This is an optimization exercise on Yosys and OpenROAD, whose aim is small area, not a production implementation.
Only simulation tests tie the RTL to the original design; equivalence was not proved.
Power is estimated from default activity; no workload was simulated.

`flow/run.sh`:
```
#!/bin/bash
# synth_recipe.tcl (not shown) runs the flow's synth.tcl, then flattens the netlist and writes it again
# the make line also repeats each setting of config.mk as NAME=value (left out here)
make -C /OpenROAD-flow-scripts/flow DESIGN_CONFIG=/design/flow/config.mk WORK_HOME=/design/flow/orfs CLKGATE_MAP_FILE= SYNTH_SCRIPT=/design/flow/synth_recipe.tcl finish
```
`flow/config.mk`:
```
export PLATFORM = sky130hd
export DESIGN_NAME = irdata_core
export DESIGN_NICKNAME = irdata_core
export VERILOG_FILES = /design/flow/design.v
export SDC_FILE = /design/flow/constraint.sdc
export NUM_CORES = 4
export LEC_CHECK = 0
export CAP_MARGIN = 20
export CORE_MARGIN = 2
export CORE_UTILIZATION = 40
export SLEW_MARGIN = 20
```
`flow/constraint.sdc`:
```
create_clock -name core_clock -period 10.0 [get_ports {clk}]
set_input_delay 2.0000 -clock core_clock [delete_from_list [all_inputs] [get_ports {clk}]]
set_output_delay 2.0000 -clock core_clock [all_outputs]
set_load 0.01 [all_outputs]
```
`flow/design.v`:
```
module irdata_core (
    input  wire        clk,
    input  wire        rst,           
    input  wire        cmd_valid,
    input  wire [79:0] cmd_word,
    output reg         busy,
    input  wire [7:0]  cap_len,
    output wire [7:0]  cap_addr,
    input  wire [15:0] cap_data,
    output wire        em_valid,
    output wire        em_mark,       
    output reg  [15:0] em_dur,        
    input  wire        em_ready,
    output reg  [2:0]  res_status,
    output reg         res_kind,
    output wire [2:0]  res_ctype,
    output reg  [6:0]  res_bits,
    output reg  [63:0] res_value,
    output wire [7:0]  res_proto
);
    localparam [1:0] SEC_HDR   = 2'd0;
    localparam [1:0] SEC_BITS  = 2'd1;
    localparam [1:0] SEC_END   = 2'd2;    
    localparam [1:0] SEC_FIRST = 2'd2;    
    localparam [1:0] SEC_NOP   = 2'd3;    
    reg        mode;          
    reg [1:0]  sec;
    reg        ph;            
    reg [6:0]  tcnt;          
    reg        mflag;         
    reg [63:0] tx;            
    wire m9000 = (cap_data >= 16'd6750) && (cap_data <= 16'd11250);
    wire m4500 = (cap_data >= 16'd3375) && (cap_data <= 16'd5625);
    wire m560  = (cap_data >= 16'd420)  && (cap_data <= 16'd700);
    wire m1690 = (cap_data >= 16'd1268) && (cap_data <= 16'd2112);
    assign cap_addr  = {res_bits, ph} + 8'd3;
    assign res_ctype = res_kind ? res_value[2:0] : 3'd0;
    wire   st_ok     = (res_status == 3'd1);
    assign res_proto = {1'b0, st_ok, 2'b00, st_ok, 2'b00, st_ok};
    assign em_valid = busy && !mode && (sec != SEC_NOP);
    assign em_mark  = !ph;
    wire   tx_bit   = tx[tcnt[5:0]];
    always @(*) begin
        case (sec)
            SEC_HDR:  em_dur = ph ? 16'd4500 : 16'd9000;
            SEC_BITS: em_dur = (ph && tx_bit) ? 16'd1690 : 16'd560;
            default:  em_dur = ph ? 16'd0 : 16'd560;
        endcase
    end
    wire [1:0] cmd_op    = cmd_word[1:0];
    wire [2:0] cmd_ctype = cmd_word[4:2];
    wire [7:0] cmd_count = cmd_word[15:8];
    wire ctype_ok  = (cmd_ctype >= 3'd1) && (cmd_ctype <= 3'd4);
    wire cmd_ok    = cmd_op[1] || (cmd_op[0] && ctype_ok);
    wire op_dec    = cmd_op[1] && cmd_op[0];
    wire count_big = cmd_count > 8'd64;
    wire start_dec = cmd_valid && op_dec;       
    wire d_hspace = (sec == SEC_HDR) && !ph && !res_bits[6];
    wire in_range = cap_addr < cap_len;
    wire d_bit    = mflag && m1690;
    wire d_stop   = (sec == SEC_BITS) && ph &&
                    (res_kind ? res_bits[3] : (res_bits[6] || !in_range));
    wire short_c  = cap_len < 8'd6;
    wire hdr_bad  = !(mflag && m4500);
    wire [7:0] cb = res_value[7:0];
    wire pfx_bad  = cb[7:3] != 5'b10100;
    wire typ_bad  = !((cb[2:0] >= 3'd1) && (cb[2:0] <= 3'd4));
    wire d_fail   = (d_hspace && (short_c || hdr_bad)) ||
                    (d_stop && res_kind && (pfx_bad || typ_bad));
    wire [2:0] fail_code = d_hspace ? (short_c ? 3'd2 : 3'd3)
                                    : (pfx_bad ? 3'd4 : 3'd5);
    wire d_shift  = (sec != SEC_HDR) && !ph;
    wire hs       = em_valid && em_ready;
    always @(posedge clk) begin
        if (!busy) begin
            mode <= op_dec;
            sec  <= (cmd_op == 2'b10 && count_big) ? SEC_NOP : SEC_HDR;
            ph   <= 1'b0;
            tcnt <= cmd_op[1] ? cmd_count[6:0] : 7'd8;
            tx[63:8] <= cmd_word[79:24];
            tx[7:0]  <= cmd_op[1] ? cmd_word[23:16] : {5'b10100, cmd_ctype};
        end else if (mode) begin
            ph <= !ph;
            if (ph) mflag <= (sec == SEC_HDR) ? m9000 : (m560 && in_range);
            if (d_hspace) sec <= SEC_FIRST;
            else if ((sec == SEC_FIRST) && !ph) sec <= SEC_BITS;
        end else begin
            if (hs) begin
                ph <= !ph;
                if (sec == SEC_BITS && !ph) tcnt <= tcnt - 7'd1;
                if (ph && sec != SEC_END) sec <= (tcnt == 7'd0) ? SEC_END : SEC_BITS;
            end
        end
        if (rst) begin
            busy       <= 1'b0;
            res_status <= 3'd0;
            res_kind   <= 1'b0;
            res_bits   <= 7'd0;
            res_value  <= 64'd0;
        end else if (!busy) begin
            if (cmd_valid && cmd_ok) busy <= 1'b1;
            if (start_dec) begin
                res_bits  <= 7'h7f;
                res_value <= 64'd0;
            end
        end else if (mode) begin
            if (d_fail) begin
                busy       <= 1'b0;
                res_status <= fail_code;
                res_kind   <= 1'b0;
                res_bits   <= 7'd0;
                res_value  <= 64'd0;
            end else if (d_stop) begin
                busy       <= 1'b0;
                res_status <= 3'd1;
            end else begin
                if (ph) res_bits <= res_bits + 7'd1;
                if (d_shift) res_value <= {res_value[62:0], d_bit};
                if ((sec == SEC_FIRST) && !ph) res_kind <= d_bit;
            end
        end else begin
            if ((sec == SEC_NOP) || (hs && ph && sec == SEC_END)) busy <= 1'b0;
        end
    end
endmodule
```
==> reports/results.txt <==
Status -> no timing/DRC/antenna violations
Synth cell types -> 64
IO Port Bufs -> 207
Total GRT Usage -> 19.2%
Pre-antenna DRT Iters -> 5
Seq cells post-synth -> 152
Floorplan die height -> 138 um
Yosys warns -> 1
Register area -> 3790 um2
Post-synth ARST share -> 0%
Hold WC Path Type -> flip-flop to flip-flop
Initial antenna violation count -> 0
RSZ-0062 raised after global routing -> no
Total number of vias -> 5953
Detailed Place HPWL -> 13.2 mm
Die width -> 138 um
Crit Path Max Fanout -> 18
PnR worst setup slack -> 4.20 ns
CTS resizes -> 0
Area grow syn2layout -> 36.1%
Synth Cell Area -> 7180 um2
1st-iter DRT viols -> 417
Number of cell rows -> 49
Measured slew at the worst slew-check pin -> 1.09 ns
Syn Area/Cell -> 10.4 um2
Worst-Skew Late Latency -> 0.42 ns
Largest net degree at the start of global routing -> 79
Layout cells sized above 1 -> 6.44%
Slew headroom -> 26.7%
Vias per inst -> 5.34
Diode count -> 0
Max incr delay on CP -> 0.97 ns
Final Hold Viols -> 0
Peak VDD IR -> 0.138 mV
Die area -> 19000 um2
Hold-fix buffers, CTS -> 0
# Post-CTS Setup Buffers -> 0
Final Util -> 55.0%
I/O pins -> 221
Post-route ant nets -> 0
Fmax -> 0.172 GHz
CP cell instances -> mux4_1, mux4_2, mux4_2, o21ai_1, clkdlybuf4s50_1
Grt total ovfl -> 0
Initial Util -> 40.4%
Post-synthesis sequential area ratio -> 52.8%
Setup violators final -> 0
Core area -> 17800 um2
Vias in the first global route -> 5729
Leakage -> 0.00341 uW
H-tree depth -> 4
CP Class -> flip-flop to primary output
GP Congestion -> 0.871
Max-capacitance violation count -> 0
Pre-CTS setup slack -> 4.54 ns
Crit path time final -> 5.80 ns
Final Skew -> 0.0193 ns
Multi-input gate area -> 2990 um2
Pins Over Slew Limit -> 0
DRC viols -> 0
CP most frequent cell -> mux4_2
Top_reg_cell synth -> dfxtp_1
Req. time, crit path -> 8.00 ns
Final Cycle Share -> 58.0%
Post-synth EDFFs -> 75
Critical path startpoint category -> flip-flop
Crit-path slowest cell -> edfxtp_1
Syn Inst Count -> 692
# fillers -> 1563
Total Wirelength -> 18.4 mm
CTS Root Cell -> clkbuf_16
Non-filler cells, final -> 1114
CP endpoint kind -> primary output
Drt wl/cell -> 16.5 um
Worst hold margin -> 0.460 ns
CTS Buffer Depth -> 2
Final #Nets -> 991
Power Dens Cells -> 165 nW/um2
Inserted Clock Buffers -> 17
Total negative slack -> 0 ns
Crit path DAT -> 3.80 ns
Clock slew at reported path FFs -> 0.07 ns
CTS tree -> yes
Sink Count -> 152
Placed Cells -> 1082
First-pass GRT wire length -> 29.7 mm
==> per-stage QoR <==
| stage | power (uW) | instance area [um2] |
|---|---|---|
| floorplan | 930 | 7220 |
| global placement | 1040 | 9240 |
| detailed placement | 1040 | 9240 |
| CTS | 1630 | 9770 |
| global route | 1680 | 9780 |
| finish | 1610 | 9780 |
==> Yosys cell counts (all sizes together) (3+ instances only) <==
cell type,n,area (um2)
ha,11,138
mux2i,4,40.0
nor4,5,31.3
o31ai,3,36.3
nor2b,4,25.0
nand2b,9,56.3
nand2,94,355
and2,12,75.1
xor2,6,52.6
xnor2,8,70.1
nor3,9,45.0
a21oi,79,395
nor2,29,109
o211ai,3,22.5
o21ai,26,130
mux4,19,480
a21o,4,30.0
clkbuf,26,97.6
or3,3,23.8
nand4,6,37.5
inv,19,71.3
edfxtp,75,2250
nand3,75,375
a31oi,8,50.1
mux2,3,33.8
dfxtp,77,1540
buf,34,275
a211oi,6,45.0
==> path summary, 6_finish.rpt <==
check | from | end | cells past startpoint | slack, ns
max | tcnt[0] | em_dur[5] | 5 | 4.20
min | res_value[63] | res_value[63] | 2 | 0.46
min reg2reg | res_value[63] | res_value[63] | 2 | 0.46
max reg2reg | ph | res_bits[1] | 13 | 5.94
==> per-layer routing <==
metal  vias up  track usage (%)  part of all wire [%]
met1      2830             24.6                    42
met5         -                0                     0
met3        28             5.47                   7.0
li1       2870                -                     -
met4         0             7.14                   2.0
met2       225             31.0                    49
==> cells by family (layout without fill, tap and decap cells) <==
family,Yosys count,count (layout),share of synthesized area (%)
AOI/OAI and AO/OA,146,146,11.9
xor gates and xnor gates,14,14,1.71
adders and majority gates,11,11,1.92
buffers and inverters,80,264,6.23
DFF,152,152,52.8
muxes,26,26,7.72
other,1,10,0.0522
and+or+nand+nor,262,262,17.6
==> final cells by class <==
type	instances	area share, %
Tap cell	229	2.93
Multi-Input combinational cell	469	30.6
Clock inverter	13	0.985
Clock buffer	19	4.43
Sequential cell	152	38.8
Inverter	20	0.768
Timing Repair Buffer	212	21.5
==> critical path, delay by kind of cell, from the launching register on <==
kind            cells  cell delay, ns
mux                 3            1.70
compound gates      1            0.14
buf+inv             1            0.57
flops               1            0.97
==> flip-flops by register name, indices dropped and copies added (netlist names) <==
register    count
res_value      64
tx             64
res_bits        7
tcnt            7
res_status      3
sec             2
busy            1
mflag           1
mode            1
ph              1
res_kind        1
==> cell usage in the layout (no fill, tap or decap), types with 3 or more instances in the layout <==
master,n
clkdlybuf4s50_1,206
nand2_1,93
a21oi_1,79
dfxtp_1,77
nand3_1,75
edfxtp_1,75
nor2_1,29
o21ai_0,25
inv_1,18
clkbuf_16,17
mux4_1,14
and2_1,11
ha_1,11
conb_1,10
nand2b_1,9
nor3_1,9
xnor2_1,8
a31oi_1,8
nand4_1,6
xor2_1,6
a211oi_1,6
mux4_2,5
buf_4,5
nor4_1,4
nor2b_1,4
a21o_1,4
mux2i_1,4
clkinv_2,4
inv_6,4
mux2_2,3
o211ai_1,3
==> where the power goes <==
| part | switching (uW) | leakage (uW) | internal, uW |
|---|---|---|---|
| clock | 260 | 0.000269 | 321 |
| combinational | 145 | 0.00175 | 144 |
| sequential | 39.2 | 0.00140 | 701 |

==> separate check: timing with driven ports <==
The flow's constraints put no driver on any port. The routed layout listed below was extracted and timed again, unchanged, in two steps.
Step 1 (the two cells are an assumption about what drives the block):
set clk [get_ports {clk}]
set_driving_cell -lib_cell sky130_fd_sc_hd__clkbuf_16 $clk
set_driving_cell -lib_cell sky130_fd_sc_hd__buf_2 [delete_from_list [all_inputs] $clk]
Step 2, shift: input delay + t, output delay - t, t = (earliest + latest rising clock arrival at the registers) / 2. This alone moves slack from input paths to output paths.
a / b / c = ideal ports / drivers / drivers and shift; a / b = the first two.
shift t [ns]: 0.456
setup slack, ns: 4.202 / 4.159 / 4.615
worst slew at a driven data input, ns: 0.05
After both steps this run still meets setup and hold. For this run, drivers alone change the setup slack by -0.043 ns; drivers and shift together by +0.413 ns.
